This design comes from an exercise in tuning for small area on the open sky130 flow, not from production work. RTL that was checked went through simulation tests only; none was proved equivalent to the original. The RTL of runs 3 and 4 was laid out without a check of its function. Power figures rest on the tool's default switching activity, not on a simulated workload.

**flow/config.mk**
```make
export PLATFORM = sky130hd
export DESIGN_NAME = hb_front
export DESIGN_NICKNAME = hb_front
export VERILOG_FILES = /design/flow/design.v
export SDC_FILE = /design/flow/constraint.sdc
export NUM_CORES = 4
export LEC_CHECK = 0
export ABC_AREA = 0
export CAP_MARGIN = 20
export CORE_MARGIN = 2
export CORE_UTILIZATION = 40
export CTS_BUF_LIST = sky130_fd_sc_hd__clkbuf_8
export CTS_CLUSTER_DIAMETER = 100
export CTS_CLUSTER_SIZE = 12
export SLEW_MARGIN = 20
```
**flow/constraint.sdc**
```tcl
create_clock -name core_clock -period 10.0 [get_ports {clk}]
set_input_delay 2.0000 -clock core_clock [delete_from_list [all_inputs] [get_ports {clk}]]
set_output_delay 2.0000 -clock core_clock [all_outputs]
set_load 0.01 [all_outputs]
```
**flow/design.v**
```verilog
module hb_i2c_eeprom (
    input  wire         clk,
    input  wire         rst,
    input  wire         step,        
    input  wire         scl,         
    input  wire         sda,         
    input  wire         prev_scl,
    input  wire         prev_sda,
    input  wire [31:0]  board_id,    
    input  wire [143:0] serial_id,   
    output reg          sda_drv
);
    localparam [6:0] SLAVE_ADDR = 7'h50;
    reg       idle;
    reg [1:0] g;
    reg [3:0] q;
    reg [7:0] sr;
    reg       dir;       
    reg [7:0] ee_cur;
    wire [207:0] img = {8'h4A, 8'h37, 8'h57, 8'h02, board_id, serial_id};
    wire [2:0]   bi  = ~q[2:0];    
    wire         hi  = (ee_cur >= 8'd26);
    wire [255:0] imgx = {img, 48'hFFFF_FFFF_FFFF};
    wire ee_bit = hi | imgx[255 - {ee_cur[4:0], ~bi}];
    wire rise  = step && (scl != prev_scl) && scl;
    wire fall  = step && (scl != prev_scl) && !scl;
    wire start = step && (scl == prev_scl) && scl && (sda != prev_sda) && !sda;
    wire stop  = step && (scl == prev_scl) && scl && (sda != prev_sda) && sda;
    wire q8 = (q == 4'd8);
    always @(posedge clk) begin
        if (rst) begin
            idle    <= 1'b1;
            g       <= 2'd0;
            q       <= 4'd0;
            sr      <= 8'd0;
            dir     <= 1'b0;
            ee_cur  <= 8'd0;
            sda_drv <= 1'b1;
        end else if (rise) begin
            sr <= {sr[6:0], sda};
        end else if (fall) begin
            if (idle) begin
                sda_drv <= 1'b1;
            end else begin
                q <= q8 ? 4'd0 : q + 4'd1;
                if (q8 && g != 2'd2)
                    g <= g + 2'd1;
                if (g == 2'd0) begin
                    if (!q8) begin
                        sda_drv <= 1'b1;
                    end else if (sr[7:1] == SLAVE_ADDR) begin
                        sda_drv <= 1'b0;
                        dir     <= sr[0];
                    end else begin
                        sda_drv <= 1'b1;
                        idle    <= 1'b1;
                    end
                end else if (!dir) begin
                    if (q8) begin
                        if (g == 2'd1)
                            ee_cur <= sr;
                        sda_drv <= 1'b0;
                    end else begin
                        sda_drv <= 1'b1;
                    end
                end else begin
                    if (q8) begin
                        ee_cur  <= ee_cur + 8'd1;
                        sda_drv <= 1'b1;
                    end else begin
                        sda_drv <= ee_bit;
                    end
                end
            end
        end else if (start) begin
            idle <= 1'b0;
            g    <= 2'd0;
            q    <= 4'd0;
            sr   <= 8'd0;
        end else if (stop) begin
            idle <= 1'b1;
        end
    end
endmodule
module hb_deframer (
    input  wire       clk,
    input  wire       rst,
    input  wire       step,
    input  wire [7:0] e,
    output reg        ev_valid,
    output reg        ev_sop,
    output reg        ev_last,
    output wire [7:0] ev_chan,
    output wire [7:0] ev_data    
);
    localparam [7:0] PKT_SOP     = 8'h7A;
    localparam [7:0] PKT_EOP     = 8'h7B;
    localparam [7:0] PKT_CHANNEL = 8'h7C;
    localparam [7:0] PKT_ESC     = 8'h7D;
    localparam [7:0] ESC_XOR     = 8'h20;
    reg        await_chan;
    reg        inner_esc;
    reg [7:0]  chan;
    reg [4:0]  grp [0:84];
    reg [1:0]  last_ch;          
    assign ev_chan = chan;
    assign ev_data = inner_esc ? (e ^ ESC_XOR) : e;
    wire [7:0] c  = chan;
    wire       l0 = (c[1:0] != 2'd3);
    wire       l1 = !l0 && (c[3:2] != 2'd3);
    wire       l2 = !l0 && !l1 && (c[5:4] != 2'd3);
    wire       l3 = (c[5:0] == 6'h3F) && (c[7:6] != 2'd3);
    wire       l4 = (c == 8'hFF);
    wire [1:0] p  = l0 ? c[1:0] : l1 ? c[3:2] : l2 ? c[5:4] : l3 ? c[7:6] : 2'd0;
    wire [85:0] sel;
    genvar gi;
    generate
        for (gi = 0; gi < 64; gi = gi + 1) begin : g_l0
            assign sel[gi] = rst || (l0 && c[7:2] == gi);
        end
        for (gi = 0; gi < 16; gi = gi + 1) begin : g_l1
            assign sel[64 + gi] = rst || (l1 && c[7:4] == gi);
        end
        for (gi = 0; gi < 4; gi = gi + 1) begin : g_l2
            assign sel[80 + gi] = rst || (l2 && c[7:6] == gi);
        end
    endgenerate
    assign sel[84] = rst || l3;
    assign sel[85] = rst || l4;
    reg [4:0] w;
    integer k;
    always @(*) begin
        w = {3'd0, last_ch & {2{sel[85]}}};
        for (k = 0; k < 85; k = k + 1)
            w = w | (grp[k] & {5{sel[k]}});
    end
    wire is_esc  = (e == PKT_ESC);
    wire is_chn  = (e == PKT_CHANNEL);
    wire is_sop  = (e == PKT_SOP);
    wire is_eop  = (e == PKT_EOP);
    wire plain   = !await_chan && !is_esc;
    wire op_app  = plain && (inner_esc || (!is_chn && !is_sop && !is_eop));
    wire op_sop  = plain && !inner_esc && is_sop;
    wire op_eop  = plain && !inner_esc && is_eop;
    wire [1:0] t;
    wire [4:0] nwc;
    hb_trit3 u_codec (
        .w   (w),
        .p   (p),
        .sop (step && op_sop),
        .eop (step && op_eop),
        .app (step && op_app),
        .t   (t),
        .nw  (nwc)
    );
    wire [4:0] nw = rst ? 5'd0 : nwc;
    integer j;
    always @(posedge clk) begin
        for (j = 0; j < 85; j = j + 1)
            if (sel[j])
                grp[j] <= nw;
        if (sel[85])
            last_ch <= nw[1:0];
    end
    always @(posedge clk) begin
        ev_sop  <= op_sop;
        ev_last <= (t == 2'd2);
        if (rst) begin
            await_chan <= 1'b0;
            inner_esc  <= 1'b0;
            chan       <= 8'd0;
            ev_valid   <= 1'b0;
        end else begin
            ev_valid <= step && (op_sop || (op_app && t != 2'd0));
            if (step) begin
                if (await_chan) begin
                    chan       <= e;
                    await_chan <= 1'b0;
                end else if (is_esc) begin
                    inner_esc <= 1'b1;
                end else if (op_app) begin
                    inner_esc <= 1'b0;
                end else if (is_chn) begin
                    await_chan <= 1'b1;
                end
            end
        end
    end
endmodule
module hb_trit3(w, p, sop, eop, app, t, nw);
  input [4:0] w;
  wire [4:0] w;
  input [1:0] p;
  wire [1:0] p;
  input sop;
  wire sop;
  input eop;
  wire eop;
  input app;
  wire app;
  output [1:0] t;
  wire [1:0] t;
  output [4:0] nw;
  wire [4:0] nw;
  wire _000_;
  wire _001_;
  wire _002_;
  wire _003_;
  wire _004_;
  wire _005_;
  wire _006_;
  wire _007_;
  wire _008_;
  wire _009_;
  wire _010_;
  wire _011_;
  wire _012_;
  wire _013_;
  wire _014_;
  wire _015_;
  wire _016_;
  wire _017_;
  wire _018_;
  wire _019_;
  wire _020_;
  wire _021_;
  wire _022_;
  wire _023_;
  wire _024_;
  wire _025_;
  wire _026_;
  wire _027_;
  wire _028_;
  wire _029_;
  wire _030_;
  wire _031_;
  wire _032_;
  wire _033_;
  wire _034_;
  wire _035_;
  wire _036_;
  wire _037_;
  wire _038_;
  wire _039_;
  wire _040_;
  wire _041_;
  wire _042_;
  wire _043_;
  wire _044_;
  wire _045_;
  wire _046_;
  wire _047_;
  wire _048_;
  wire _049_;
  wire _050_;
  wire _051_;
  wire _052_;
  wire _053_;
  wire _054_;
  wire _055_;
  wire _056_;
  wire _057_;
  wire _058_;
  wire _059_;
  wire _060_;
  wire _061_;
  wire _062_;
  wire _063_;
  wire _064_;
  wire _065_;
  wire _066_;
  wire _067_;
  wire _068_;
  wire _069_;
  wire _070_;
  wire _071_;
  wire _072_;
  wire _073_;
  wire _074_;
  wire _075_;
  wire _076_;
  wire _077_;
  assign _000_ = ~w[3];
  assign _001_ = ~w[2];
  assign _002_ = ~p[0];
  assign _003_ = w[1] | ~(w[0]);
  assign _004_ = w[2] | _003_;
  assign _005_ = w[3] & ~(_004_);
  assign _006_ = w[0] | ~(w[1]);
  assign _007_ = w[0] | w[1];
  assign _008_ = w[0] & w[1];
  assign _009_ = _001_ & ~(_008_);
  assign _010_ = w[0] ^ w[1];
  assign _011_ = _001_ ? _010_ : _006_;
  assign _012_ = ~(p[0] | p[1]);
  assign _013_ = _001_ ? _006_ : _003_;
  assign _014_ = ~((_001_ | _010_) & _000_);
  assign _015_ = _004_ & ~(_014_);
  assign _016_ = ~((w[3] & _013_) | _015_);
  assign _017_ = ~((w[3] | _011_) & w[4]);
  assign _018_ = ~((w[4] | _016_) & (_017_ | _005_));
  assign _019_ = w[3] | w[2];
  assign _020_ = w[2] & w[1];
  assign _021_ = _000_ ? _020_ : _008_;
  assign _022_ = ~(_009_ | _021_);
  assign _023_ = w[2] & ~(w[3]);
  assign _024_ = _007_ & _023_;
  assign _025_ = w[4] ? _024_ : _022_;
  assign _026_ = ~((w[2] | _007_) & w[3]);
  assign _027_ = w[1] | _019_;
  assign _028_ = ~((w[1] | _019_) & w[4]);
  assign _029_ = w[4] ? _027_ : _026_;
  assign _030_ = ~(p[0] & p[1]);
  assign _031_ = ~((p[0] | _029_) & p[1]);
  assign _032_ = ~((_002_ | _025_) & _031_);
  assign t[0] = ~((_012_ & _018_) | _032_);
  assign _033_ = ~t[0];
  assign _034_ = ~((w[2] | _006_) & w[3]);
  assign _035_ = ~(w[4] & _034_);
  assign _036_ = _000_ ? _013_ : _011_;
  assign _037_ = ~((_015_ | _035_) & (_036_ | w[4]));
  assign _038_ = ~(_002_ & _037_);
  assign _039_ = w[2] & _008_;
  assign _040_ = ~((w[3] | _020_) & (_026_ | _039_));
  assign _041_ = w[4] | ~(_040_);
  assign _042_ = ~((w[3] & _009_) | _028_);
  assign _043_ = p[0] & ~(_042_);
  assign _044_ = ~((_041_ & _043_) | p[1]);
  assign _045_ = w[3] & ~(_009_);
  assign _046_ = ~((_028_ | _045_) & p[1]);
  assign _047_ = ~(_030_ & _046_);
  assign t[1] = ~((_038_ & _044_) | _047_);
  assign _048_ = app & ~(eop);
  assign _049_ = sop | _048_;
  assign _050_ = ~(t[1] & _049_);
  assign _051_ = p[1] ? p[0] : _050_;
  assign _052_ = ~(sop & t[1]);
  assign _053_ = ~((p[1] & _052_) | _051_);
  assign _054_ = w[4] ^ _053_;
  assign _055_ = eop | t[1];
  assign _056_ = t[0] & ~(_049_);
  assign _057_ = ~((sop & _033_) | (_055_ & _056_));
  assign _058_ = sop | ~(_048_);
  assign _059_ = t[1] ? _058_ : _057_;
  assign _060_ = ~((p[1] & _059_) | _051_);
  assign _061_ = w[3] & _060_;
  assign _062_ = w[3] | _060_;
  assign _063_ = _002_ & _050_;
  assign _064_ = ~((p[0] & _052_) | _063_);
  assign _065_ = ~(w[2] & _064_);
  assign _066_ = ~(w[2] ^ _064_);
  assign _067_ = _002_ ? _050_ : p[1];
  assign _068_ = ~((p[0] & _059_) | _067_);
  assign _069_ = w[1] & _068_;
  assign _070_ = _030_ & ~(_057_);
  assign _071_ = w[0] & _070_;
  assign _072_ = w[1] | _068_;
  assign _073_ = _069_ | ~(_072_);
  assign _074_ = ~((_071_ & _072_) | _069_);
  assign _075_ = ~((_066_ | _074_) & _065_);
  assign _076_ = ~((_061_ | _075_) & _062_);
  assign nw[4] = ~(_054_ ^ _076_);
  assign nw[1] = ~(_071_ ^ _073_);
  assign _077_ = _061_ | ~(_062_);
  assign nw[3] = ~(_075_ ^ _077_);
  assign nw[0] = w[0] ^ _070_;
  assign nw[2] = _066_ ^ _074_;
endmodule
module hb_front (
    input  wire         clk,
    input  wire         rst,
    input  wire         in_valid,
    input  wire [7:0]   in_byte,
    input  wire [31:0]  board_id,
    input  wire [143:0] serial_id,
    output reg          resp_valid,
    output wire [7:0]   resp_byte,
    output wire         pkt_valid,
    output wire         pkt_sop,
    output wire         pkt_last,
    output wire [7:0]   pkt_chan,
    output wire [7:0]   pkt_byte,
    output reg          halted
);
    localparam [7:0] CMD_PREFIX = 8'h3A;
    localparam [7:0] OUTER_ESC  = 8'h3D;
    localparam [7:0] ESC_XOR    = 8'h20;
    reg       cfg_armed;
    reg       outer_esc;
    reg       prev_scl;
    reg       prev_sda;
    reg [7:0] byte_q;
    wire       sda_drv;
    wire [7:0] pkt_data;
    wire       take     = in_valid && !halted;
    wire       is_pfx   = (in_byte == CMD_PREFIX);
    wire       is_esc   = (in_byte == OUTER_ESC);
    wire       is_data  = take && !is_pfx && !is_esc;
    wire [7:0] eff      = outer_esc ? (in_byte ^ ESC_XOR) : in_byte;
    wire       cmd      = is_data && cfg_armed;
    wire       cmd_ok   = cmd && eff[0];
    wire       i2c_step = cmd_ok && !eff[7];
    wire       pkt_step = is_data && !cfg_armed;
    hb_i2c_eeprom u_i2c (
        .clk       (clk),
        .rst       (rst),
        .step      (i2c_step),
        .scl       (eff[4]),
        .sda       (eff[5]),
        .prev_scl  (prev_scl),
        .prev_sda  (prev_sda),
        .board_id  (board_id),
        .serial_id (serial_id),
        .sda_drv   (sda_drv)
    );
    hb_deframer u_deframer (
        .clk      (clk),
        .rst      (rst),
        .step     (pkt_step),
        .e        (eff),
        .ev_valid (pkt_valid),
        .ev_sop   (pkt_sop),
        .ev_last  (pkt_last),
        .ev_chan  (pkt_chan),
        .ev_data  (pkt_data)
    );
    assign pkt_byte  = byte_q;
    assign resp_byte = {2'b00, byte_q[5:4], 4'b0111};
    always @(posedge clk) begin
        byte_q <= cfg_armed ? {pkt_data[7:6], prev_sda & sda_drv, prev_scl, pkt_data[3:0]}
                            : pkt_data;
        if (rst) begin
            cfg_armed  <= 1'b0;
            outer_esc  <= 1'b0;
            prev_scl   <= 1'b1;
            prev_sda   <= 1'b1;
            halted     <= 1'b0;
            resp_valid <= 1'b0;
        end else begin
            resp_valid <= cmd_ok;
            if (take) begin
                if (is_pfx) begin
                    cfg_armed <= 1'b1;
                end else if (is_esc) begin
                    outer_esc <= 1'b1;
                end else begin
                    outer_esc <= 1'b0;
                    if (cfg_armed) begin
                        cfg_armed <= 1'b0;
                        if (!eff[0]) begin
                            halted <= 1'b1;
                        end else begin
                            prev_scl <= eff[4];
                            prev_sda <= eff[5];
                        end
                    end
                end
            end
        end
    end
endmodule
```
**flow/flow/run.sh**
```bash
#!/bin/bash
bash standard.sh "BUFFER_PORTS_ARGS=-buffer_cell sky130_fd_sc_hd__buf_1" RECOVER_POWER=100 > standard.log 2>&1
```
**flow/standard.sh**
```bash
#!/bin/bash
# synth_recipe.tcl (not shown) runs the flow's synth.tcl, then flattens the netlist and writes it again
# the make line also repeats each setting of config.mk as NAME=value (left out here)
make -C /OpenROAD-flow-scripts/flow DESIGN_CONFIG=/design/flow/config.mk WORK_HOME=/design/flow/orfs CLKGATE_MAP_FILE= SYNTH_SCRIPT=/design/flow/synth_recipe.tcl "${@:-finish}"
```
==> key figures, run 1 <==
Hold path
  – Hold Crit Class: reg -> reg

Cells and area
  – FF+latch area: 0.0139 mm2
  – Fraction of layout cells with a size suffix above 1: 9.96%
  – Synth-to-Final Area Change: 9.68%
  – # fillers: 4618
  – Antenna Cells: 0
  – Most frequent cells in the layout: 427 x edfxtp_1, 204 x buf_1, 90 x a22oi_1
  – Multi-input gate area: 0.00645 mm2
  – Most common cell after layout, fill and taps aside: edfxtp_1
  – Post-route design area: 0.0229 mm2
  – Fin nets: 1761

Floorplanning
  – Total Die Area: 0.0541 mm2
  – Starting Density: 40.6%
  – Height of the die: 233 um
  – Ports: 216
  – Chip Width: 233 um
  – Core box area: 0.0515 mm2
  – Site Rows: 83

Pwr
  – P per Cell Area: 160 mW/mm2
  – Power Total: 3670 uW
  – Seq pwr share: 63.1%
  – Net Switching: 869 uW
  – Internal power: 2810 uW
  – Sw Ratio: 23.6%
  – Clk pwr share: 29.0%
  – P_leak: 0.00742 uW
  – Peak VDD IR: 0.0839 mV
  – Comb power frac: 7.8%

GRT
  – Global-route usage over all layers: 22.6%
  – Overflow after GRT: 0
  – Initial antenna violation count: 3
  – Number of global-route vias before repair: 13075
  – Largest net degree at the start of global routing: 87
  – First-pass GRT wire length: 89.7 mm

Logic synthesis
  – Post-synthesis simple-gate area fraction: 7.33%
  – Avg Synthesized Cell Area: 15.4 um2
  – Post-synth top flop: edfxtp_1
  – Ys async rst share: 0%
  – Post-synthesis mux area share: 7.12%
  – Synthesized flop and latch total: 479
  – Post-Syn Area: 0.0209 mm2
  – Synthesized-area fraction occupied by xor and xnor cells: 0.251%
  – Area share of fa/ha/maj cells after synthesis: 1.07%
  – Synth warn: 4
  – Largest family of logic cells by synthesized area: compound AO/OA/AOI/OAI gates
  – Number of synthesized flops with an enable pin: 427
  – Synth Instances: 1357
  – Synth Area in Compound Gates: 15.0%
  – Netlist cell types: 81
  – Sequential fraction of the synthesis area: 66.3%

Timing
  – Setup tns final: 0 ps
  – Hold Fails Final Rpt: 0
  – Worst-margin pin slew: 1760 ps
  – Slew margin rel.: -17.5%
  – Final Max Tran Viols: 87
  – RSZ-0062 raised after global routing: no
  – Worst hold slack: 493 ps
  – Period minus WS final: 9080 ps
  – Achievable Freq: 0.110 GHz
  – Worst Clk Skew: 58.1 ps
  – Endpoints failing setup: 0
  – Final setup margin: 919 ps
  – Final worst-path cycle share: 90.8%

Worst setup path
  – Crit-path leading delay family: compound AO/OA/AOI/OAI gates
  – R2R Setup Slk: 1420 ps
  – WP buf/inv: 7
  – Crit-path cells: clkbuf_4 > clkbuf_1 > a31o_1 > a22o_1 > a221oi_1 > nand4_1 > or4_1 > nor4_4 > inv_1 > ha_1 > nor4_1 > a311o_1 > o211ai_1 > or2_0 > o41ai_1 > ha_1 > fa_1 > inv_1 > fa_1 > inv_1 > fa_1 > nor2b_1 > buf_4 > buf_4
  – Slowest Stage Delay on Critical Path: 610 ps
  – Worst Path Max Fanout: 64
  – Critical path type: in -> reg
  – Critical Path End Type: register
  – Crit-path slowest cell: clkbuf_1
  – Critical Path RT: 10320 ps
  – Startpoint class of the critical path: input port
  – WP data arrival: 9410 ps

Route
  – Vias per cell: 6.22
  – Detailed Route Iter0 Violations: 1700
  – Post-DRT Antenna Nets: 0
  – Total wire length: 61.4 mm
  – Wire length per cell: 27.3 um
  – Drt pass-1 iters: 9
  – Detailed-route via count: 13971
  – DR DRC count: 0

Run status
  – Violated checks: capacitance limit, slew limit
  – Outcome: complete, but fails checks

Clock network
  – Clock latency (worst-skew pair): 650 ps
  – Cts hold-fix bufs: 0
  – CTS resizes: 0
  – Clock Pin Slew Worst Setup and Hold Paths: 80 ps
  – Clk buf depth: 3
  – H-tree levels: 2
  – Setup Buffers After CTS: 0
  – CTS tree: built
  – Clock root cell: clkbuf_8
  – Cts bufs inserted: 45
  – CTS Sinks: 479

Placed design
  – Port buffer count: 209
  – Pre-CTS setup slack: 994 ps
  – DP Wirelength: 41.3 mm
  – RD Place Congestion: 0.929
  – Placed Instance Area: 0.0223 mm2

Flow run
  – Max_cap viols: 1
## area by class of cell
cell class	instances	share of cell area, %
Tap cell	680	3.71
Inverter	21	0.366
Sequential cell	479	60.5
Clock buffer	47	2.82
Multi-Input combinational cell	771	28.1
Timing Repair Buffer	240	4.36
Clock inverter	8	0.147
## cell usage after synthesis, types with 13 or more instances
cell / instances / area [um2]
buf_2: 14 / 70.1
nand3_1: 37 / 185
a222oi_1: 18 / 180
dfxtp_1: 52 / 1040
a22oi_1: 90 / 676
o21ai_0: 19 / 95.1
nand4_1: 35 / 219
nor3_1: 17 / 85.1
a31o_2: 39 / 342
nor2b_1: 14 / 87.6
nor2_1: 59 / 221
clkbuf_1: 38 / 143
a22o_1: 44 / 385
a21o_1: 15 / 113
buf_6: 17 / 191
edfxtp_1: 427 / 12800
a21oi_1: 40 / 200
a221oi_1: 44 / 385
ha_1: 13 / 163
mux2i_1: 16 / 160
nand2_1: 43 / 161
mux4_2: 58 / 1310
inv_1: 20 / 75.1
a41o_1: 26 / 260
## cells by family (layout without fill, tap and decap cells)
kind of cell,after synthesis,count (layout)
DFF,479,479
AOI/OAI and AO/OA,388,388
and+or+nand+nor,279,279
buffers and inverters,111,316
muxes,76,76
adders and majority gates,16,16
xor gates and xnor gates,6,6
other,2,6
## registers in the layout, summed over array words and instances, names as in the netlist
signal	flops
u_deframer.grp	425
u_deframer.chan	8
byte_q	8
u_i2c.sr	8
u_deframer.ev_last	1
u_deframer.inner_esc	1
u_deframer.await_chan	1
halted	1
u_i2c.ee_cur	8
u_i2c.q	4
u_i2c.g	2
prev_scl	1
u_deframer.ev_sop	1
cfg_armed	1
u_i2c.idle	1
u_deframer.last_ch	2
outer_esc	1
u_i2c.dir	1
u_deframer.ev_valid	1
prev_sda	1
u_i2c.sda_drv	1
resp_valid	1
## worst reg2reg max path: cells and delay by family (launching register included)
kind / cells / cell delay [ps]
compound gates: 6 / 1800
fa+ha+maj: 5 / 1520
buf+inv: 7 / 2160
flops: 1 / 310
simple gates: 7 / 2460
## power groups by stage
stage / clock network (uW) / logic [uW] / registers [uW]
finish: 1070 / 288 / 2320
global placement: 0 / 288 / 2360
global route: 1160 / 307 / 2330
floorplan: 0 / 156 / 2360
detailed placement: 0 / 291 / 2360
CTS: 1090 / 292 / 2320
## routing by layer
| metal | up-vias | wire (um) | track usage [%] |
|---|---|---|---|
| li1 | 6035 | - | - |
| met1 | 7177 | 27300 | 34.4 |
| met2 | 650 | 26900 | 32.8 |
| met3 | 107 | 5410 | 4.12 |
| met4 | 2 | 1740 | 6.63 |
| met5 | - | 13 | 0 |
## through the flow
step	utilization, %	cells
2_1_floorplan	-	1361
3_3_place_gp	43.4	2190
3_5_place_dp	43.4	2191
4_1_cts	44.7	2246
5_1_grt	44.5	2246
6_report	44.5	2246
## path summary, 6_finish.rpt
| kind | startpoint | endpoint | depth (start not counted) |
|---|---|---|---|
| worst max-delay path | rst | u_deframer.grp[17][3] | 24 |
| worst min-delay path | u_i2c.sr[0] | u_i2c.sr[1] | 2 |
| worst max register to register | u_deframer.chan[5] | u_deframer.grp[17][3] | 25 |
| worst min register to register | u_i2c.sr[0] | u_i2c.sr[1] | 2 |
==> run 2: changes to the inputs <==
==> flow/flow/run.sh (replaced) <==
#!/bin/bash
# The standard layout, with the smallest buffer (buf_1) on the ports
# instead of the default clkdlybuf4s50_1. Each ORFS step keeps its own log
# under orfs/logs/; make's own output goes to standard.log.
bash standard.sh "BUFFER_PORTS_ARGS=-buffer_cell sky130_fd_sc_hd__buf_1" > standard.log 2>&1
==> run 2 against run 1 <==
  * Cell count stayed put
  * Count of clock-buffer cells in the layout stayed put
  * Combinational power increased by 2%
  * Now clean on timing, DRC and antenna
  * Global-route usage stayed put
  * Worst hold slack worse by 1.6 ps
  * Clock skew fell by 5.1 ps
  * Via count is 0.37% lower
  * Worst setup slack gained 550 ps
  * Critical path type unchanged
  * Highest routed layer unchanged
==> key figures, run 2 <==
Cells and area
  – Fraction of layout cells with a size suffix above 1: 13.6% (+3.6 points)
  – Max reg flops: 425 (unchanged)
  – Antenna Cells: 0 (unchanged)
  – Fin nets: 1761 (unchanged)
  – Most common cell after layout, fill and taps aside: edfxtp_1
  – Most frequent cells in the layout: 427 x edfxtp_1, 208 x buf_1, 90 x a22oi_1
  – Fin cells: 2246 (unchanged)
  – Synth-to-Final Area Change: 10.2%
  – Reg with most FFs: u_deframer.grp

Clock network
  – Clk buf depth: 3 (unchanged)
  – Cts bufs inserted: 45 (unchanged)
  – Setup Buffers After CTS: 0 (unchanged)
  – Clock Pin Slew Worst Setup and Hold Paths: 90 ps (about the same)
  – CTS Sinks: 479 (unchanged)
  – Cts hold-fix bufs: 0 (unchanged)
  – Clock latency (worst-skew pair): 660 ps (about the same)
  – H-tree levels: 2 (unchanged)
  – CTS tree: built
  – Clock root cell: clkbuf_8
  – CTS resizes: 0 (unchanged)

Pwr
  – Net Switching: 870 uW (+0.20%)
  – Seq pwr share: 63.0% (about the same)
  – Peak VDD IR: 0.0854 mV (+1.7%)
  – Sw Ratio: 23.7% (about the same)
  – P per Cell Area: 160 mW/mm2 (-0.32%)
  – Internal power: 2810 uW (+0.13%)
  – Power Total: 3680 uW (+0.15%)
  – P_leak: 0.00753 uW (+1.5%)
  – Comb power frac: 8.0% (+0.2 points)
  – Clk pwr share: 29.0% (about the same)

Floorplanning
  – Site Rows: 83 (unchanged)
  – Chip Width: 233 um (unchanged)
  – Height of the die: 233 um (unchanged)
  – Total Die Area: 0.0541 mm2 (unchanged)
  – Core box area: 0.0515 mm2 (unchanged)
  – Ports: 216 (unchanged)
  – Starting Density: 40.6% (unchanged)

GRT
  – Initial antenna violation count: 3 (unchanged)
  – Largest net degree at the start of global routing: 87 (unchanged)
  – Global-route usage over all layers: 22.6% (unchanged)
  – First-pass GRT wire length: 89.7 mm (unchanged)
  – Overflow after GRT: 0 (unchanged)
  – Number of global-route vias before repair: 13075 (unchanged)

Timing
  – Setup tns final: 0 ps (unchanged)
  – Worst Clk Skew: 53.0 ps (-5.09 ps)
  – Final Max Tran Viols: 0 (-100%)
  – Endpoints failing setup: 0 (unchanged)
  – Worst-margin pin slew: 1070 ps (-692 ps)
  – Slew margin rel.: 28.4% (+46 points)
  – Period minus WS final: 8530 ps (-547 ps)
  – Hold Fails Final Rpt: 0 (unchanged)
  – Achievable Freq: 0.117 GHz (+6.4%)
  – RSZ-0062 raised after global routing: no
  – Final worst-path cycle share: 85.3% (-5.5 points)

Logic synthesis
  – Synth warn: 4 (unchanged)
  – Ys async rst share: 0% (unchanged)
  – Synth area leaders: edfxtp_1 61%, mux4_2 6.2%, dfxtp_1 5.0%
  – Top post-synthesis cells by count: 427 x edfxtp_1, 90 x a22oi_1, 59 x nor2_1, 58 x mux4_2, 52 x dfxtp_1
  – Number of synthesized flops with an enable pin: 427 (unchanged)
  – Post-Syn Area: 0.0209 mm2 (unchanged)
  – Synth top area share: 61.3% (unchanged)
  – Avg Synthesized Cell Area: 15.4 um2 (unchanged)
  – Post-synth top flop: edfxtp_1
  – Synth Instances: 1357 (unchanged)
  – Sequential fraction of the synthesis area: 66.3% (unchanged)
  – Netlist cell types: 81 (unchanged)
  – Largest area contributor in the netlist: edfxtp_1
  – Most common cell in the synthesized netlist: edfxtp_1
  – Synthesized flop and latch total: 479 (unchanged)

Route
  – Wire length per cell: 27.3 um (about the same)
  – DR DRC count: 0 (unchanged)
  – Detailed Route Iter0 Violations: 1706 (+0.35%)
  – Detailed-route via count: 13920 (-0.37%)
  – Vias per cell: 6.20 (-0.37%)
  – Post-DRT Antenna Nets: 0 (unchanged)
  – Drt pass-1 iters: 5 (-4)
  – Total wire length: 61.4 mm (about the same)

Placed design
  – Port buffer count: 209 (unchanged)
  – DP Wirelength: 41.3 mm (unchanged)
  – RD Place Congestion: 0.929 (unchanged)
  – Post-Place Cells: 2191 (unchanged)

Worst setup path
  – R2r worst-path depth: 23 (-8.0%)
  – Worst flop-to-flop path startpoint: u_deframer.chan[1]
  – Critical Path RT: 10330 ps (about the same)
  – FF-to-FF End: u_deframer.grp[17][3]
  – Critical Path End Type: register
  – Startpoint class of the critical path: input port
  – Critical path type: in -> reg
  – R2R Setup Slk: 2060 ps (+640 ps)
  – Worst Path Max Fanout: 64 (unchanged)
  – WP data arrival: 8870 ps (-540 ps)

Hold path
  – Cell count of the worst hold path: 2 (unchanged)
  – Hold Crit Class: reg -> reg
  – Worst hold endpoint: u_i2c.sr[6]
  – Hold Crit Start: u_i2c.sr[5]

Run status
  – Outcome: finished clean

Flow run
  – Max_cap viols: 0 (-1)
run 2: cell counts after synthesis:
No cell type changed its count.
run 2: metrics by stage:
step	setup slack [ps]	area (um2)	utilization, %	hold WS, ps
floorplan	439	20900	-	445
global placement	1030	22300	43.4	473
detailed placement	994	22300	43.4	481
CTS	1640	23000	44.7	493
global route	1160	23000	44.7	524
finish	1470	23000	44.7	491
run 2: cell type report:
| type | instances | area [um2] |
|---|---|---|
| well taps | 680 | 851 |
| clock buffers | 47 | 647 |
| inverters | 21 | 83.8 |
| multi-input cells | 771 | 6510 |
| flip-flops and latches | 479 | 13900 |
| fillers | 4596 | 28500 |
| repair buffers | 240 | 1040 |
| clock inverters | 8 | 33.8 |
run 2: cells by family (layout without fill, tap and decap cells):
logic type,count (synthesis),in the layout,share of synthesized area (%)
buf+inv,111,316,2.87
compound gates,388,388,15.0
simple gates,279,279,7.33
mux,76,76,7.12
flops,479,479,66.3
xor+xnor,6,6,0.251
other cells,2,6,0.0359
fa+ha+maj,16,16,1.07
run 2: how the worst max path moves through the flow:
stage | startpoint | slack (ps) | cells past startpoint | endpoint
final | rst | 1470 | 23 | u_deframer.grp[17][3]
after floorplan | rst | 440 | 26 | u_deframer.grp[0][3]
after global placement | rst | 1030 | 24 | u_deframer.grp[30][3]
after global routing | rst | 1160 | 27 | u_deframer.grp[26][3]
after CTS | rst | 1640 | 24 | u_deframer.grp[39][3]
after detailed placement | rst | 990 | 24 | u_deframer.grp[54][3]
run 2: worst max-delay path, cell delays in order:
cell and delay, ps:
clkbuf_4 440, buf_4 410, a31o_2 350, a22oi_1 590, nand4_1 420, or4_1 600
nor2_8 230, inv_1 110, ha_1 290, nor4_1 290, a311o_1 150, o211ai_1 140
or2_1 350, o41ai_2 390, ha_1 230, fa_1 170, inv_1 50, fa_1 350
inv_1 80, fa_1 450, nor2b_4 150, buf_4 270, buf_4 280
run 2: power by group through the flow:
stage	Clock (uW)	Combinational (uW)	Sequential, uW
finish	1070	293	2320
global route	1160	312	2330
CTS	1090	292	2320
detailed placement	0	291	2360
global placement	0	288	2360
floorplan	0	156	2360
run 2: per-layer routing:
metal / share of wire [%] / global-route usage, % / vias to the layer above
met2: 44 / 32.8 / 655
met1: 45 / 34.4 / 7124
met4: 2.9 / 6.63 / 2
met5: 0.021 / 0 / -
met3: 8.7 / 4.12 / 108
li1: - / - / 6031
==> run 3: changes to the inputs <==
--- a/flow/design.v
+++ b/flow/design.v
@@ -20,8 +20,20 @@
     wire [207:0] img = {8'h4A, 8'h37, 8'h57, 8'h02, board_id, serial_id};
     wire [2:0]   bi  = ~q[2:0];    
     wire         hi  = (ee_cur >= 8'd26);
-    wire [255:0] imgx = {img, 48'hFFFF_FFFF_FFFF};
-    wire ee_bit = hi | imgx[255 - {ee_cur[4:0], ~bi}];
+    wire [7:0]  sb;
+    wire [25:0] sa;
+    wire [25:0] bb;
+    genvar gb, ga;
+    generate
+        for (gb = 0; gb < 8; gb = gb + 1) begin : g_sb
+            assign sb[gb] = (bi == gb);
+        end
+        for (ga = 0; ga < 26; ga = ga + 1) begin : g_sa
+            assign sa[ga] = (ee_cur[4:0] == ga);
+            assign bb[ga] = |(sb & img[8*(25-ga) +: 8]);
+        end
+    endgenerate
+    wire ee_bit = hi | |(sa & bb);
     wire rise  = step && (scl != prev_scl) && scl;
     wire fall  = step && (scl != prev_scl) && !scl;
     wire start = step && (scl == prev_scl) && scl && (sda != prev_sda) && !sda;
--- a/flow/config.mk
+++ b/flow/config.mk
@@ -13,3 +13,4 @@
 export CTS_CLUSTER_DIAMETER = 100
 export CTS_CLUSTER_SIZE = 12
 export SLEW_MARGIN = 20
+export SYNTH_HIERARCHICAL = 1
==> run 3 against run 2 <==
  * Global-route usage is 1.9 points higher
  * Count of clock-buffer cells in the layout is 1 lower
  * Fmax is 0.33% higher
  * Critical path depth is 1 lower
  * Non-clock buffer count is 22 higher
==> key figures, run 3 <==
Clock network
  – Clock Pin Slew Worst Setup and Hold Paths: 90 ps (about the same)
  – Clock root cell: clkbuf_8
  – Cts hold-fix bufs: 0 (unchanged)
  – Clk buf depth: 3 (unchanged)
  – H-tree levels: 2 (unchanged)
  – CTS tree: built
  – CTS Sinks: 479 (unchanged)
  – Setup Buffers After CTS: 0 (unchanged)
  – CTS resizes: 0 (unchanged)
  – Cts bufs inserted: 45 (unchanged)
  – Clock latency (worst-skew pair): 640 ps (-20 ps)

Cells and area
  – FF+latch area: 0.0139 mm2 (about the same)
  – Most common cell after layout, fill and taps aside: edfxtp_1
  – Antenna Cells: 0 (unchanged)
  – Fraction of layout cells with a size suffix above 1: 9.76% (-3.8 points)
  – Fin nets: 1975 (+12%)
  – Max reg flops: 425 (unchanged)
  – Reg with most FFs: u_deframer.grp
  – Most frequent cells in the layout: 427 x edfxtp_1, 208 x buf_1, 106 x nand2_1
  – Multi-input gate area: 0.00687 mm2 (+5.5%)
  – # fillers: 4700 (+2.3%)
  – Synth-to-Final Area Change: 10.7%

Floorplanning
  – Total Die Area: 0.0553 mm2 (+2.1%)
  – Core box area: 0.0527 mm2 (+2.2%)
  – Chip Width: 235 um (+1.1%)
  – Height of the die: 235 um (+1.1%)
  – Ports: 216 (unchanged)
  – Starting Density: 40.6% (about the same)
  – Site Rows: 84 (+1.2%)

GRT
  – Global-route usage over all layers: 24.4% (+1.9 points)
  – Number of global-route vias before repair: 15038 (+15%)
  – Largest net degree at the start of global routing: 87 (unchanged)
  – Initial antenna violation count: 1 (-2)
  – Overflow after GRT: 0 (unchanged)
  – First-pass GRT wire length: 102 mm (+13%)

Placed design
  – RD Place Congestion: 0.975 (+5.0%)
  – Pre-CTS setup slack: 1070 ps (+78.8 ps)
  – Port buffer count: 209 (unchanged)
  – DP Wirelength: 47.2 mm (+14%)

Route
  – Total wire length: 69.6 mm (+14%)
  – DR DRC count: 0 (unchanged)
  – Post-DRT Antenna Nets: 0 (unchanged)
  – Detailed Route Iter0 Violations: 2369 (+39%)
  – Drt pass-1 iters: 10 (+5)
  – Wire length per cell: 28.2 um (+3.2%)
  – Detailed-route via count: 15930 (+14%)
  – Vias per cell: 6.45 (+4.0%)

Logic synthesis
  – Avg Synthesized Cell Area: 13.6 um2 (-12%)
  – Largest area contributor in the netlist: edfxtp_1
  – Most common cell in the synthesized netlist: edfxtp_1
  – Synthesized flop and latch total: 479 (unchanged)
  – Synth area leaders: edfxtp_1 60%, dfxtp_1 4.9%, a22oi_1 3.2%
  – Netlist cell types: 97 (+20%)
  – Post-synth top flop: edfxtp_1
  – Synth warn: 10 (+6)
  – Ys async rst share: 0% (unchanged)
  – Post-Syn Area: 0.0214 mm2 (+2.2%)
  – Top post-synthesis cells by count: 427 x edfxtp_1, 106 x nand2_1, 90 x a22oi_1, 62 x clkbuf_1, 59 x a222oi_1
  – Synth Instances: 1570 (+16%)
  – Number of synthesized flops with an enable pin: 427 (unchanged)
  – Sequential fraction of the synthesis area: 64.9% (-1.4 points)
  – Synth top area share: 60.0% (-1.3 points)

Pwr
  – Peak VDD IR: 0.0810 mV (-5.1%)
  – P_leak: 0.00803 uW (+6.6%)
  – P per Cell Area: 159 mW/mm2 (-0.23%)

Timing
  – Hold Fails Final Rpt: 0 (unchanged)
  – Final Max Tran Viols: 0 (unchanged)
  – Final worst-path cycle share: 85.1% (-0.28 points)
  – Period minus WS final: 8510 ps (-28.4 ps)
  – Final setup margin: 1490 ps (+28.4 ps)
  – RSZ-0062 raised after global routing: no
  – Endpoints failing setup: 0 (unchanged)
  – Worst hold slack: 483 ps (-8.14 ps)
  – Slew margin rel.: 27.3% (-1.1 points)
  – Achievable Freq: 0.118 GHz (+0.33%)
  – Worst-margin pin slew: 1090 ps (+15.9 ps)
  – Setup tns final: 0 ps (unchanged)
  – Worst Clk Skew: 51.9 ps (-1.08 ps)

Worst setup path
  – Critical Path End Type: register
  – Startpoint class of the critical path: register
  – Worst Path Max Fanout: 85 (+33%)
  – Critical Path RT: 10350 ps (+20 ps)
  – WP data arrival: 8850 ps (-20 ps)
  – Critical path type: reg -> reg

Flow run
  – Max_cap viols: 0 (unchanged)

Run status
  – Outcome: finished clean

Hold path
  – Hold Crit Class: reg -> reg
[run 3: cell type report]
class                           count  area share [%]
Clock buffer                       46            2.68
Clock inverter                     18           0.307
Inverter                           28           0.450
Multi-Input combinational cell    950            29.1
Sequential cell                   479            58.6
Tap cell                          688            3.64
Timing Repair Buffer              262            5.23
[run 3: power by group]
part	total, uW	internal [uW]	leakage (uW)	switching [uW]
Combinational	302	96.9	0.00300	205
Clock	1070	421	0.000426	651
Sequential	2390	2340	0.00460	57.7
Total	3770	2850	0.00803	914
[run 3: kinds of logic (layout without fill, tap and decap cells)]
kind of cell / Yosys count / in the layout / synth area share (%)
mux: 27 / 27 / 1.33
other cells: 2 / 6 / 0.0352
flops: 479 / 479 / 64.9
xor+xnor: 5 / 5 / 0.240
compound gates: 500 / 500 / 18.9
fa+ha+maj: 22 / 22 / 1.39
simple gates: 390 / 390 / 9.88
buf+inv: 145 / 354 / 3.29
[run 3: per-module statistics from Yosys (local to each module, per instance)]
module / flip-flops and latches / copies in the design
hb_trit3: 0 / 1
hb_front: 14 / 1
hb_deframer: 440 / 1
hb_i2c_eeprom: 25 / 1
[run 3: per-layer routing]
metal	vias up	wire, um	global-route usage [%]
met1	7991	29000	34.5
li1	6839	-	-
met3	157	7870	7.21
met5	-	13	0
met2	941	29800	35.6
met4	2	2890	8.98
[run 3: worst max-delay path: stages, from the launching register on]
cell      delay [ps]
dfxtp_1          790
and2_1           770
nor3_1           260
a21o_1           380
a222oi_1         400
nand4_1          260
or4_1            590
or4_1            710
ha_1             300
mux2_4           280
or4b_4           480
o311ai_2         120
nand2_4          110
o41ai_2          300
ha_1             190
inv_1             60
fa_1             410
fa_1             430
fa_1             440
xnor2_1          250
xnor2_2          150
nor2b_4          170
buf_12           290
[run 3: per-stage QoR]
step,std cells,util [%],area [um2],total power [uW]
floorplan,1574,-,21400,2570
global placement,2407,43.6,22900,2730
detailed placement,2407,43.6,22900,2730
CTS,2471,44.9,23600,3770
global route,2471,44.9,23600,3880
finish,2471,44.9,23600,3770
[run 3: path summary, 6_finish.rpt]
| check | startpoint | end | slack (ps) | depth (start not counted) |
|---|---|---|---|---|
| worst min register to register | u_i2c.sr[5] | u_i2c.sr[6] | 480 | 2 |
| worst max-delay path | u_deframer.chan[3] | u_deframer.grp[49][4] | 1490 | 22 |
| worst min-delay path | u_i2c.sr[5] | u_i2c.sr[6] | 480 | 2 |
| worst max register to register | u_deframer.chan[3] | u_deframer.grp[49][4] | 1490 | 22 |
==> run 4: changes to the inputs <==
--- a/flow/design.v
+++ b/flow/design.v
@@ -437,7 +437,7 @@
         .ev_data  (pkt_data)
     );
     assign pkt_byte  = byte_q;
-    assign resp_byte = {2'b00, byte_q[5:4], 4'b0111};
+    assign resp_byte = {pkt_valid, pkt_valid, byte_q[5:4], pkt_valid, {3{resp_valid}}};
     always @(posedge clk) begin
         byte_q <= cfg_armed ? {pkt_data[7:6], prev_sda & sda_drv, prev_scl, pkt_data[3:0]}
                             : pkt_data;
--- a/flow/config.mk
+++ b/flow/config.mk
@@ -13,4 +13,3 @@
 export CTS_CLUSTER_DIAMETER = 100
 export CTS_CLUSTER_SIZE = 12
 export SLEW_MARGIN = 20
-export SYNTH_HIERARCHICAL = 1
==> run 4 against run 3 <==
  * Sequential share of layout area is 3.8 points lower
  * Via count is 18% higher
  * Combinational power increased by 2%
  * Largest power group unchanged
  * Sequential cell count unchanged
  * Clock skew decreased by 26 ps
  * First-iteration DRC count increased by 35%
  * Die area rose by 6.1%
  * Synthesized cell count increased by 11%
  * Critical endpoint is now u_deframer.grp[41][4]
  * Count of clock-buffer cells in the layout decreased by 1
  * Sequential power barely moved
  * Cell count increased by 10%
  * Wire length up 50%
==> key figures, run 4 <==
GRT
  – First-pass GRT wire length: 144 mm (+41%)
  – Initial antenna violation count: 9 (+8)
  – Global-route usage over all layers: 34.7% (+10 points)
  – Overflow after GRT: 0 (unchanged)
  – Number of global-route vias before repair: 17884 (+19%)
  – Largest net degree at the start of global routing: 87 (unchanged)

Floorplanning
  – Core box area: 0.0563 mm2 (+6.9%)
  – Chip Width: 242 um (+3.0%)
  – Total Die Area: 0.0586 mm2 (+6.1%)
  – Site Rows: 87 (+3.6%)
  – Starting Density: 40.3% (-0.24 points)
  – Height of the die: 242 um (+3.0%)
  – Ports: 216 (unchanged)

Clock network
  – CTS tree: built
  – Clock Pin Slew Worst Setup and Hold Paths: 80 ps (about the same)
  – CTS Sinks: 479 (unchanged)
  – Cts hold-fix bufs: 0 (unchanged)
  – H-tree levels: 2 (unchanged)
  – CTS resizes: 0 (unchanged)
  – Clock latency (worst-skew pair): 670 ps (+30 ps)
  – Setup Buffers After CTS: 0 (unchanged)
  – Clk buf depth: 3 (unchanged)
  – Cts bufs inserted: 45 (unchanged)
  – Clock root cell: clkbuf_8

Flow run
  – Max_cap viols: 0 (unchanged)

Logic synthesis
  – Largest area contributor in the netlist: edfxtp_1
  – Synth Area in Compound Gates: 18.6% (-0.32 points)
  – Sequential fraction of the synthesis area: 61.1% (-3.8 points)
  – Post-synthesis simple-gate area fraction: 11.7% (+1.8 points)
  – Post-synth top flop: edfxtp_1
  – Avg Synthesized Cell Area: 13.0 um2 (-4.5%)
  – Top post-synthesis cells by count: 427 x edfxtp_1, 96 x a22oi_1, 95 x nand2_1, 69 x nor4_1, 66 x nor2_1
  – Synth area leaders: edfxtp_1 57%, dfxtp_1 4.6%, a22oi_1 3.2%
  – Largest family of logic cells by synthesized area: compound AO/OA/AOI/OAI gates
  – Synthesized flop and latch total: 479 (unchanged)
  – Area share of fa/ha/maj cells after synthesis: 1.20% (-0.19 points)
  – Post-Syn Area: 0.0227 mm2 (+6.2%)
  – Synthesized-area fraction occupied by xor and xnor cells: 0.232% (-0.0086 points)
  – Synth warn: 4 (-6)
  – Synth Instances: 1747 (+11%)
  – Synth top area share: 56.5% (-3.5 points)
  – Ys async rst share: 0% (unchanged)
  – Most common cell in the synthesized netlist: edfxtp_1
  – Post-synthesis mux area share: 3.43% (+2.1 points)
  – Netlist cell types: 93 (-4.1%)
  – Number of synthesized flops with an enable pin: 427 (unchanged)

Placed design
  – DP Wirelength: 76.1 mm (+61%)
  – RD Place Congestion: 1.06 (+8.9%)
  – Post-Place Cells: 2658 (+10%)
  – Port buffer count: 215 (+2.9%)

Timing
  – Endpoints failing setup: 0 (unchanged)
  – Final worst-path cycle share: 83.4% (-1.6 points)
  – Slew margin rel.: 8.90% (-18 points)
  – Worst hold slack: 496 ps (+13.3 ps)
  – Hold Fails Final Rpt: 0 (unchanged)
  – Final Max Tran Viols: 0 (unchanged)
  – Worst Clk Skew: 26.4 ps (-25.6 ps)
  – Worst-margin pin slew: 1350 ps (+268 ps)
  – Period minus WS final: 8340 ps (-161 ps)
  – Achievable Freq: 0.120 GHz (+1.9%)
  – RSZ-0062 raised after global routing: no
  – Setup tns final: 0 ps (unchanged)

Route
  – Detailed Route Iter0 Violations: 3187 (+35%)
  – WL met3: 12.2 mm (+56%)
  – Drt pass-1 iters: 6 (-4)
  – Wire length per cell: 38.2 um (+36%)
  – Met2 routed WL: 46.4 mm (+55%)
  – Total wire length: 104 mm (+50%)
  – Vias per cell: 6.92 (+7.3%)
  – Top Metal Used: met5
  – Met1 wire length: 38.4 mm (+32%)
  – Detailed-route via count: 18870 (+18%)
  – Post-DRT Antenna Nets: 0 (unchanged)
  – DR DRC count: 0 (unchanged)

Worst setup path
  – Critical Path RT: 10410 ps (+60 ps)
  – Top cell by count, worst path: fa_1
  – Crit-path cells: clkbuf_4 > buf_4 > buf_4 > a41o_1 > a22oi_1 > nand4_1 > nor2_1 > nand4_2 > nand4_1 > a21boi_1 > nor3_1 > o211a_1 > a211oi_1 > a21o_1 > ha_1 > fa_1 > inv_1 > fa_1 > inv_1 > fa_1 > xor2_1 > nand2_1 > o31ai_4 > buf_12
  – Critical path type: in -> reg
  – WP data arrival: 8760 ps (-90 ps)
  – Critical Path End Type: register
  – Startpoint class of the critical path: input port
  – Worst Path Max Fanout: 70 (-18%)
  – Crit-path slowest cell: o31ai_4
  – Crit-path leading delay family: simple AND/OR/NAND/NOR gates
  – Slowest Stage Delay on Critical Path: 610 ps (-180 ps)
  – WP buf/inv: 6 (+4)

Cells and area
  – Fin nets: 2156 (+9.2%)
  – Most frequent cells in the layout: 427 x edfxtp_1, 214 x buf_1, 96 x a22oi_1
  – Fin cells: 2727 (+10%)
  – Max reg flops: 425 (unchanged)
  – Synth-to-Final Area Change: 11.5%
  – Most common cell after layout, fill and taps aside: edfxtp_1
  – Fraction of layout cells with a size suffix above 1: 12.6% (+2.8 points)
  – Reg with most FFs: u_deframer.grp

Pwr
  – P_leak: 0.00837 uW (+4.2%)
  – P per Cell Area: 152 mW/mm2 (-4.7%)
  – Peak VDD IR: 0.107 mV (+32%)

Run status
  – Outcome: finished clean

Hold path
  – Hold Crit Class: reg -> reg
run 4: metrics by stage:
step	worst slack, ps	instance area (um2)	util (%)	total power, uW
5_1_grt	1310	25300	44.9	3930
3_3_place_gp	1020	24600	43.6	2760
4_1_cts	1810	25300	44.9	3830
3_5_place_dp	1110	24600	43.7	2760
2_1_floorplan	930	22700	-	2540
6_report	1660	25300	44.9	3840
run 4: kinds of logic after synthesis:
family                     Yosys count
AOI/OAI and AO/OA                  528
xor gates and xnor gates             6
adders and majority gates           20
buffers and inverters              173
DFF                                479
muxes                               72
and+or+nand+nor                    469
run 4: layout make-up:
type                    count  area [um2]
fillers                  5174       31000
flip-flops and latches    479       13900
multi-input cells        1095        8120
repair buffers            297        1530
well taps                 756         946
clock buffers              45         619
inverters                  31         116
clock inverters            19        78.8
diodes                      5        12.5
run 4: final timing paths:
check,from,to,slack [ps],cells past startpoint
hold / removal,u_i2c.ee_cur[7],u_i2c.ee_cur[7],500,2
setup / recovery,rst,u_deframer.grp[41][4],1660,24
setup reg to reg,u_deframer.chan[6],u_deframer.grp[41][4],1760,25
hold reg to reg,u_i2c.ee_cur[7],u_i2c.ee_cur[7],500,2
run 4: power by group:
group	total, uW	switching (uW)	internal, uW
combinational	309	212	97.6
sequential	2420	102	2320
clock	1110	698	413
run 4: worst reg2reg max path: stages, from the launching register on:
cell and delay [ps]:
dfxtp_2 480, buf_4 320, and2_1 550, buf_4 390, buf_4 200, a31o_2 350, a32oi_1 550, nand4_1 320
nor4_1 470, nand4_2 520, nand4_1 340, a21boi_1 110, nor3_1 250, o211a_1 240, a211oi_1 80, a21o_1 170
ha_1 190, fa_1 380, inv_1 70, fa_1 150, inv_1 50, fa_1 400, xor2_1 200, nand2_1 110
o31ai_4 610, buf_12 370
run 4: per-layer routing:
layer	GRT usage (%)	vias to the layer above
li1	-	7630
met1	44.0	9400
met2	54.4	1554
met3	8.85	276
met4	19.5	10
met5	0	-
==> run 5: changes to the inputs <==
--- a/flow/design.v
+++ b/flow/design.v
@@ -113,39 +113,24 @@
     reg        await_chan;
     reg        inner_esc;
     reg [7:0]  chan;
-    reg [4:0]  grp [0:84];
-    reg [1:0]  last_ch;          
     assign ev_chan = chan;
     assign ev_data = inner_esc ? (e ^ ESC_XOR) : e;
-    wire [7:0] c  = chan;
-    wire       l0 = (c[1:0] != 2'd3);
-    wire       l1 = !l0 && (c[3:2] != 2'd3);
-    wire       l2 = !l0 && !l1 && (c[5:4] != 2'd3);
-    wire       l3 = (c[5:0] == 6'h3F) && (c[7:6] != 2'd3);
-    wire       l4 = (c == 8'hFF);
-    wire [1:0] p  = l0 ? c[1:0] : l1 ? c[3:2] : l2 ? c[5:4] : l3 ? c[7:6] : 2'd0;
     wire [85:0] sel;
-    genvar gi;
-    generate
-        for (gi = 0; gi < 64; gi = gi + 1) begin : g_l0
-            assign sel[gi] = rst || (l0 && c[7:2] == gi);
-        end
-        for (gi = 0; gi < 16; gi = gi + 1) begin : g_l1
-            assign sel[64 + gi] = rst || (l1 && c[7:4] == gi);
-        end
-        for (gi = 0; gi < 4; gi = gi + 1) begin : g_l2
-            assign sel[80 + gi] = rst || (l2 && c[7:6] == gi);
-        end
-    endgenerate
-    assign sel[84] = rst || l3;
-    assign sel[85] = rst || l4;
-    reg [4:0] w;
-    integer k;
-    always @(*) begin
-        w = {3'd0, last_ch & {2{sel[85]}}};
-        for (k = 0; k < 85; k = k + 1)
-            w = w | (grp[k] & {5{sel[k]}});
-    end
+    wire [1:0]  p;
+    hb_grp_sel u_sel (
+        .rst (rst),
+        .c   (chan),
+        .sel (sel),
+        .p   (p)
+    );
+    wire [4:0] w;
+    wire [4:0] nw;
+    hb_grp_store u_store (
+        .clk (clk),
+        .sel (sel),
+        .nw  (nw),
+        .w   (w)
+    );
     wire is_esc  = (e == PKT_ESC);
     wire is_chn  = (e == PKT_CHANNEL);
     wire is_sop  = (e == PKT_SOP);
@@ -165,15 +150,7 @@
         .t   (t),
         .nw  (nwc)
     );
-    wire [4:0] nw = rst ? 5'd0 : nwc;
-    integer j;
-    always @(posedge clk) begin
-        for (j = 0; j < 85; j = j + 1)
-            if (sel[j])
-                grp[j] <= nw;
-        if (sel[85])
-            last_ch <= nw[1:0];
-    end
+    assign nw = rst ? 5'd0 : nwc;
     always @(posedge clk) begin
         ev_sop  <= op_sop;
         ev_last <= (t == 2'd2);
@@ -378,6 +355,67 @@
   assign nw[0] = w[0] ^ _070_;
   assign nw[2] = _066_ ^ _074_;
 endmodule
+module hb_grp_sel (
+    input  wire        rst,
+    input  wire [7:0]  c,
+    output wire [85:0] sel,
+    output wire [1:0]  p
+);
+    wire l0 = (c[1:0] != 2'd3);
+    wire l1 = !l0 && (c[3:2] != 2'd3);
+    wire l2 = !l0 && !l1 && (c[5:4] != 2'd3);
+    wire l3 = (c[5:0] == 6'h3F) && (c[7:6] != 2'd3);
+    wire l4 = (c == 8'hFF);
+    assign p = l0 ? c[1:0] : l1 ? c[3:2] : l2 ? c[5:4] : l3 ? c[7:6] : 2'd0;
+    wire [7:0] pa, pb;
+    wire [3:0] qa, qb;
+    genvar gi, gj;
+    generate
+        for (gi = 0; gi < 8; gi = gi + 1) begin : g_p
+            assign pa[gi] = rst || (c[7:5] == gi);
+            assign pb[gi] = rst || (l0 && c[4:2] == gi);
+        end
+        for (gi = 0; gi < 4; gi = gi + 1) begin : g_q
+            assign qa[gi] = rst || (c[7:6] == gi);
+            assign qb[gi] = rst || (l1 && c[5:4] == gi);
+            assign sel[80 + gi] = rst || (l2 && c[7:6] == gi);
+        end
+        for (gi = 0; gi < 8; gi = gi + 1) begin : g_l0a
+            for (gj = 0; gj < 8; gj = gj + 1) begin : g_l0b
+                assign sel[8*gi + gj] = pa[gi] && pb[gj];
+            end
+        end
+        for (gi = 0; gi < 4; gi = gi + 1) begin : g_l1a
+            for (gj = 0; gj < 4; gj = gj + 1) begin : g_l1b
+                assign sel[64 + 4*gi + gj] = qa[gi] && qb[gj];
+            end
+        end
+    endgenerate
+    assign sel[84] = rst || l3;
+    assign sel[85] = rst || l4;
+endmodule
+module hb_grp_store (
+    input  wire        clk,
+    input  wire [85:0] sel,
+    input  wire [4:0]  nw,
+    output reg  [4:0]  w
+);
+    reg [4:0] grp [0:84];
+    reg [1:0] last_ch;
+    integer k;
+    always @(*) begin
+        w = {3'd0, last_ch & {2{sel[85]}}};
+        for (k = 0; k < 85; k = k + 1)
+            w = w | (grp[k] & {5{sel[k]}});
+    end
+    always @(posedge clk) begin
+        for (k = 0; k < 85; k = k + 1)
+            if (sel[k])
+                grp[k] <= nw;
+        if (sel[85])
+            last_ch <= nw[1:0];
+    end
+endmodule
 module hb_front (
     input  wire         clk,
     input  wire         rst,
--- a/flow/config.mk
+++ b/flow/config.mk
@@ -11,5 +11,6 @@
 export CORE_UTILIZATION = 40
 export CTS_BUF_LIST = sky130_fd_sc_hd__clkbuf_8
 export CTS_CLUSTER_DIAMETER = 100
-export CTS_CLUSTER_SIZE = 12
+export CTS_CLUSTER_SIZE = 10
 export SLEW_MARGIN = 20
+export SYNTH_HIERARCHICAL = 1
==> run 5 against run 4 <==
  * Sequential cell count unchanged
  * Count of clock-buffer cells in the layout grew 9
  * Via count is 23% lower
  * Synthesized cell count shrank 18%
  * Fmax down 4.0%
  * Critical endpoint is now u_deframer.u_store.grp[43][4]
  * Wire length is 41% lower
  * Non-clock buffer count is 13 lower
  * Clock skew grew 7.8 ps
  * Clock power rose by 5%
  * Area after synthesis decreased by 10%
==> key figures, run 5 <==
Logic synthesis
  – Synth warn: 11 (+7)
  – Ys async rst share: 0% (unchanged)
  – Avg Synthesized Cell Area: 14.2 um2 (+9.3%)
  – Most common cell in the synthesized netlist: edfxtp_1
  – Post-synth top flop: edfxtp_1
  – Number of synthesized flops with an enable pin: 427 (unchanged)
  – Synth Instances: 1434 (-18%)
  – Synth area leaders: edfxtp_1 63%, a22oi_1 5.3%, dfxtp_1 5.1%
  – Netlist cell types: 90 (-3.2%)
  – Synthesized flop and latch total: 479 (unchanged)
  – Synth top area share: 63.0% (+6.5 points)
  – Sequential fraction of the synthesis area: 68.1% (+7.0 points)
  – Post-Syn Area: 0.0204 mm2 (-10%)
  – Largest area contributor in the netlist: edfxtp_1
  – Top post-synthesis cells by count: 427 x edfxtp_1, 144 x a22oi_1, 100 x nor2_1, 59 x nand2_1, 56 x nand3_1

GRT
  – Initial antenna violation count: 0 (-9)
  – Largest net degree at the start of global routing: 86 (-1.1%)
  – First-pass GRT wire length: 89.7 mm (-38%)
  – Global-route usage over all layers: 22.8% (-12 points)
  – Overflow after GRT: 0 (unchanged)
  – Number of global-route vias before repair: 13780 (-23%)

Cells and area
  – Fin cells: 2394 (-12%)
  – # fillers: 4479 (-13%)
  – Fin nets: 1910 (-11%)
  – Antenna Cells: 0 (-5)
  – Synth-to-Final Area Change: 13.3%
  – FF+latch area: 0.0139 mm2 (about the same)
  – Most frequent cells in the layout: 427 x edfxtp_1, 214 x buf_1, 144 x a22oi_1
  – Most common cell after layout, fill and taps aside: edfxtp_1
  – Max reg flops: 425 (unchanged)
  – Reg with most FFs: u_deframer.u_store.grp
  – Fraction of layout cells with a size suffix above 1: 10.2% (-2.4 points)
  – Multi-input gate area: 0.00602 mm2 (-26%)

Worst setup path
  – FF-to-FF End: u_deframer.u_store.grp[43][4]
  – R2R Setup Slk: 2090 ps (+330 ps)
  – Startpoint class of the critical path: input port
  – WP data arrival: 9120 ps (+360 ps)
  – R2r worst-path depth: 23 (-8.0%)
  – Critical Path RT: 10430 ps (+20 ps)
  – Crit. Startpoint: rst
  – Worst Path Max Fanout: 85 (+21%)
  – Critical path type: in -> reg
  – CP Capture Point: u_deframer.u_store.grp[43][4]
  – Worst flop-to-flop path startpoint: u_deframer.chan[5]
  – Critical Path End Type: register

Route
  – Detailed-route via count: 14615 (-23%)
  – Detailed Route Iter0 Violations: 1746 (-45%)
  – Drt pass-1 iters: 10 (+4)
  – Total wire length: 61.1 mm (-41%)
  – Wire length per cell: 25.5 um (-33%)
  – Vias per cell: 6.10 (-12%)
  – Post-DRT Antenna Nets: 0 (unchanged)
  – DR DRC count: 0 (unchanged)

Timing
  – Final worst-path cycle share: 86.9% (+3.5 points)
  – Period minus WS final: 8690 ps (+345 ps)
  – Setup tns final: 0 ps (unchanged)
  – Hold Fails Final Rpt: 0 (unchanged)
  – Achievable Freq: 0.115 GHz (-4.0%)
  – Final Max Tran Viols: 0 (unchanged)
  – Slew margin rel.: 22.7% (+14 points)
  – Endpoints failing setup: 0 (unchanged)
  – Worst-margin pin slew: 1160 ps (-199 ps)
  – RSZ-0062 raised after global routing: no
  – Worst Clk Skew: 34.2 ps (+7.85 ps)

Clock network
  – Clock latency (worst-skew pair): 660 ps (about the same)
  – Clock root cell: clkbuf_8
  – Setup Buffers After CTS: 0 (unchanged)
  – H-tree levels: 2 (unchanged)
  – Clock Pin Slew Worst Setup and Hold Paths: 70 ps (about the same)
  – CTS Sinks: 479 (unchanged)
  – CTS resizes: 0 (unchanged)
  – Cts hold-fix bufs: 0 (unchanged)
  – Clk buf depth: 3 (unchanged)
  – Cts bufs inserted: 53 (+18%)
  – CTS tree: built

Placed design
  – DP Wirelength: 42.7 mm (-44%)
  – RD Place Congestion: 0.977 (-8.0%)
  – Post-Place Cells: 2317 (-13%)
  – Port buffer count: 215 (unchanged)

Floorplanning
  – Chip Width: 230 um (-5.2%)
  – Core box area: 0.0502 mm2 (-11%)
  – Height of the die: 230 um (-5.2%)
  – Total Die Area: 0.0527 mm2 (-10%)
  – Site Rows: 82 (-5.7%)
  – Starting Density: 40.6% (+0.27 points)
  – Ports: 216 (unchanged)

Pwr
  – P_leak: 0.00788 uW (-5.8%)
  – Peak VDD IR: 0.111 mV (+3.5%)
  – P per Cell Area: 162 mW/mm2 (+6.7%)

Run status
  – Outcome: finished clean

Hold path
  – Hold Crit Class: reg -> reg

Flow run
  – Max_cap viols: 0 (unchanged)
[run 5: cell type report]
type                       count  share of cell area, %
sequential                   479                   60.1
multi-input combinational    851                   26.1
timing repair buffer         284                   6.03
tap                          672                   3.64
clock buffer                  54                   3.22
inverter                      32                  0.521
clock inverter                22                  0.412
[run 5: power by group]
group	total, uW	internal, uW	switching (uW)
combinational	299	90.0	209
clock	1160	492	668
sequential	2280	2260	19.2
[run 5: cell families (layout without fill, tap and decap cells)]
family / after synthesis / after routing / synth area share, %
flip-flops: 479 / 479 / 68.1
AO/OA/AOI/OAI: 442 / 442 / 17.2
AND/OR/NAND/NOR: 356 / 356 / 9.13
buffers and inverters: 104 / 392 / 2.64
multiplexers: 25 / 25 / 1.27
adder cells (fa/ha/maj): 22 / 22 / 1.46
XOR/XNOR: 6 / 6 / 0.258
[run 5: worst min path at each step]
stage | from | cells past startpoint | end | slack, ps
2_1_floorplan | u_i2c.sr[2] | 2 | u_i2c.sr[3] | 450
3_3_place_gp | u_i2c.sr[4] | 2 | u_i2c.sr[5] | 470
3_5_place_dp | u_i2c.sr[4] | 2 | u_i2c.sr[5] | 470
4_1_cts | u_i2c.sr[4] | 2 | u_i2c.sr[5] | 480
5_1_grt | u_i2c.sr[5] | 2 | u_i2c.sr[6] | 500
6_report | u_i2c.sr[4] | 2 | u_i2c.sr[5] | 480
[run 5: through the flow]
stage	hold WS, ps	worst slack [ps]	util [%]	total power (uW)	area [um2]
5_1_grt	503	952	46.0	3870	23100
3_3_place_gp	465	764	44.2	2610	22200
6_report	479	1310	46.0	3740	23100
2_1_floorplan	453	381	-	2460	20400
4_1_cts	483	1550	45.9	3770	23100
3_5_place_dp	472	881	44.3	2620	22200
[run 5: Yosys stat by module, one instance, submodules excluded]
module         flops+latches  copies in the design  cells
hb_grp_store             427                     1    708
hb_i2c_eeprom             25                     1    356
hb_grp_sel                 0                     1    143
hb_deframer               13                     1     81
hb_trit3                   0                     1     83
hb_front                  14                     1     63
[run 5: per-layer routing]
layer  GRT usage [%]  share of wire [%]  wire length [um]  up-vias
li1                -                  -                 -     6393
met1            31.9                 42             26000     7316
met2            33.2                 44             26700      764
met3            7.11                 10              6230      142
met4            8.64                3.7              2270        0
met5               0                  0                 0        -
[run 5: critical path: stages]
cell and delay, ps:
clkbuf_4 280, a21oi_1 680, nor2_1 440, a22o_1 340, a221oi_1 620, nand3_1 230
nor3_1 250, nand3_1 460, mux2_1 490, o31ai_1 250, o211ai_1 140, a31o_4 240
xnor2_1 140, o311a_1 180, ha_1 140, inv_1 50, fa_1 410, fa_1 430
fa_1 440, xnor2_1 200, xnor2_1 140, nor2b_4 170, buf_12 330

afterwards: timing with drivers on the ports:
How much do the figures lean on ideal ports? The routed layouts below were timed once more, with nothing changed but the port constraints.
Step 1 assumes that a clkbuf_16 drives the clock port and a buf_2 every other input.
Step 2 also shifts input and output timing later by t, the mid clock arrival at the registers, as if the neighbouring blocks saw the same clock.
Slacks: ideal ports / drivers / drivers and shift; pairs: ideal ports / drivers.
run	t (ns)	setup WS [ns]	hold slack, ns	slew at the worst register clock pin (ns)	cell pins on the clock port's net
run 1	0.678	0.919 / 0.935 / 0.257	0.493 / 0.493 / 0.493	0.10 / 0.10	1
run 2	0.682	1.466 / 1.481 / 0.799	0.491 / 0.491 / 0.491	0.10 / 0.10	1
run 3	0.660	1.494 / 1.494 / 0.965	0.483 / 0.483 / 0.483	0.10 / 0.10	1
run 4	0.715	1.656 / 1.681 / 0.966	0.496 / 0.496 / 0.496	0.12 / 0.12	1
run 5	0.700	1.310 / 1.321 / 0.621	0.479 / 0.479 / 0.479	0.09 / 0.09	1
The setup slack of run 4, which loses most, moves by +0.025 ns with the drivers and by -0.690 ns with both steps.
